From an optimization exercise on the open Yosys and OpenROAD flow, aimed at small area; shortcuts taken in it are not production practice. Where RTL was checked, it was by simulation tests only, not by an equivalence proof against the original. No activity file was given, so power comes from the tool's default toggle rates.

== old ==
## bitw_core
module bitw_core (
    input  wire        clk,
    input  wire        rst,           
    input  wire        cmd_valid,
    output wire        cmd_ready,
    input  wire [2:0]  cmd_op,
    input  wire [7:0]  cmd_n,         
    input  wire [31:0] cmd_arg,       
    input  wire [31:0] cmd_num,       
    input  wire [31:0] cmd_den,       
    output wire        rsp_valid,
    output wire [2:0]  rsp_status,
    output wire [31:0] rsp_val,
    output wire [2:0]  rsp_nbytes,
    output wire [31:0] rsp_bytes
);
Size in the first run: about 1300 cells after synthesis, roughly 200 flip-flops, roughly 180 I/O pins, about 12000 um2 of cells after synthesis.
clock: 8.0 ns
lec_check: 0
cap_margin: 20
core_margin: 2
core_utilization: 60
slew_margin: 20
standard.sh (not shown) runs the stock make flow with config.mk's settings and CLKGATE_MAP_FILE= SYNTH_SCRIPT=/design/flow/synth_recipe.tcl, a recipe that flattens the netlist after the stock synthesis.
==> flow/flow/run.sh <==
#!/bin/bash
# The standard layout (standard.sh) with two changes that only affect how
# the cells are chosen:
#  * synthesis is the standard flow's own synthesis script, with Yosys's abc pass given an
#    area-oriented ABC script (abc_area.script) instead of ORFS's speed script;
#  * the port buffers that buffer_ports inserts are buf_1 cells.
# Each tool's output goes to a log file in this folder (and ORFS's own logs).
set -euo pipefail
work=$(pwd)
fl=$work/flow

# synth_recipe.tcl with the abc pass redirected to our ABC script
{
  head -n 1 synth_recipe.tcl
  cat <<TCL
proc abc {args} {
  set i [lsearch -exact \$args -script]
  if {\$i >= 0} { lset args [expr {\$i + 1}] {$fl/abc_area.script} }
  yosys abc {*}\$args
}
TCL
  tail -n +2 synth_recipe.tcl
} > synth_area.tcl

# the standard command, synthesis only, with our synthesis script
sed -E "s#SYNTH_SCRIPT=[^ ]+#SYNTH_SCRIPT=$work/synth_area.tcl#" standard.sh > standard_area.sh
bash standard_area.sh synth > synth.log 2>&1

# the rest of the standard flow; synthesis is up to date and not rerun
# clock tree options, if the version gives them (flow/cts_args)
cts=()
if [[ -f $fl/cts_args ]]; then cts=("CTS_ARGS=$(cat "$fl/cts_args")"); fi
bash standard.sh BUFFER_PORTS_ARGS="-buffer_cell sky130_fd_sc_hd__buf_1" "${cts[@]}" finish > layout.log 2>&1
==> flow/flow/abc_area.script <==
strash
&get -n
&fraig -x
&put
scorr
dc2
strash
&get -n
&dch -f
&nf -R 1000
&put
strash
&get -n
&dch -f
&nf -R 1000
&put
topo
stime -c
==> flow/flow/cts_args <==
-sink_clustering_enable -repair_clock_nets -buf_list sky130_fd_sc_hd__clkbuf_8 -dont_use_dummy_load
old: no failed stages, no open violations at the end
--- input diff old..new ---
-- flow/design.v --
<<< old, line 116
        useN = 1'b0; useD = 1'b0; agate = 1'b1; cin = 1'b0; divmode = 1'b0; qforce0 = 1'b0;
        case (st)
        S_MUL:  begin useN = mreg & ~c0; agate = c0; end
        S_PRE:  begin useN = mreg & ~c0; agate = c0; end
        S_DIV:  begin useD = 1'b1; agate = 1'b0; cin = 1'b1; divmode = 1'b1; qforce0 = c0; end
        S_PCMP: begin useD = 1'b1; agate = 1'b0; cin = sticky; end
>>> new, line 116
        useN = 1'b0; useD = 1'b0; agate = 1'b1; cin = 1'b0; divmode = 1'b0; qforce0 = 1'b0;
        case (st)
        S_MUL:  begin useN = mreg; agate = 1'b0; end      
        S_PRE:  begin useN = mreg; agate = 1'b0; end
        S_DIV:  begin useD = 1'b1; agate = 1'b0; cin = 1'b1; divmode = 1'b1; qforce0 = c0; end
        S_PCMP: begin useD = 1'b1; agate = 1'b0; cin = sticky; end
<<< old, line 160
            cv   <= vcout;
            cmpf <= cmpn;
            mreg <= ini ? abit : sadd;    
            case (st)
            S_ZAP: begin
>>> new, line 160
            cv   <= vcout;
            cmpf <= cmpn;
            mreg <= (st == S_MUL || st == S_PRE) && (ini ? abit : sadd);
            case (st)
            S_ZAP: begin
<<< old, line 268
            S_PCMP: begin
                cnt <= 6'd0;
                if (cout) begin fail <= 1'b1; st <= S_CLR; end
                else st <= S_MUL;
            end
            S_CLR: st <= S_RESP;
            S_MAT: begin
                if (serial) begin
>>> new, line 268
            S_PCMP: begin
                cnt <= 6'd0;
                if (cout) fail <= 1'b1;
                st <= S_CLR;                 
            end
            S_CLR: begin cnt <= 6'd0; st <= fail ? S_RESP : S_MUL; end
            S_MAT: begin
                if (serial) begin
==> run summary <==
Wire length in new vs old: up about 2.1%. Setup WNS old -> new: better. The total power per unit cell area reported for new is greater than that of old by 1.5 nW/um2. Summary of new over old: measured slew at the worst slew-check pin picked up an extra 0.19 ns; utilization has decreased; area fraction in and, or, nand and nor cells after synthesis ~0 delta; via count higher; relative slew slack now smaller. old → new: reported net switching power up about 1.4%, clock power share held, number of search-and-repair iterations in the first detailed-routing pass now sits lower.
Only the layout flow was run in new; the RTL was not checked for function there.

## afterwards: timing with drivers on the ports
The flow's constraints put no driver on any port. The routed layouts listed below were extracted and timed again, unchanged, in two steps. Step 1, drivers: a clkbuf_16 drives clk and a buf_2 each remaining input, both assumed. Step 2 adds t to the input delays and takes it off the output delays; t is the mean of the earliest and latest rising clock arrival at the registers after step 1. Input paths then give back, and output paths get back, about the clock's delay inside the block. a / b / c = ideal / step 1 / step 2; a / b = the first two.
| run | shift t [ns] | setup slack, ns | hold slack, ns | latest minus earliest clock arrival (ns) | pins driven straight from the clock port |
|---|---|---|---|---|---|
| old | 0.504 | 0.478 / 0.502 / -0.003 | 0.428 / 0.428 / 0.428 | 0.048 / 0.049 | 1 |
| new | 0.520 | 0.613 / 0.635 / 0.115 | 0.425 / 0.425 / 0.425 | 0.050 / 0.050 | 1 |
Met with ideal ports but missed after step 2: setup timing in old. The setup slack of new, which loses most, moves by +0.022 ns with the drivers and by -0.498 ns with both steps.
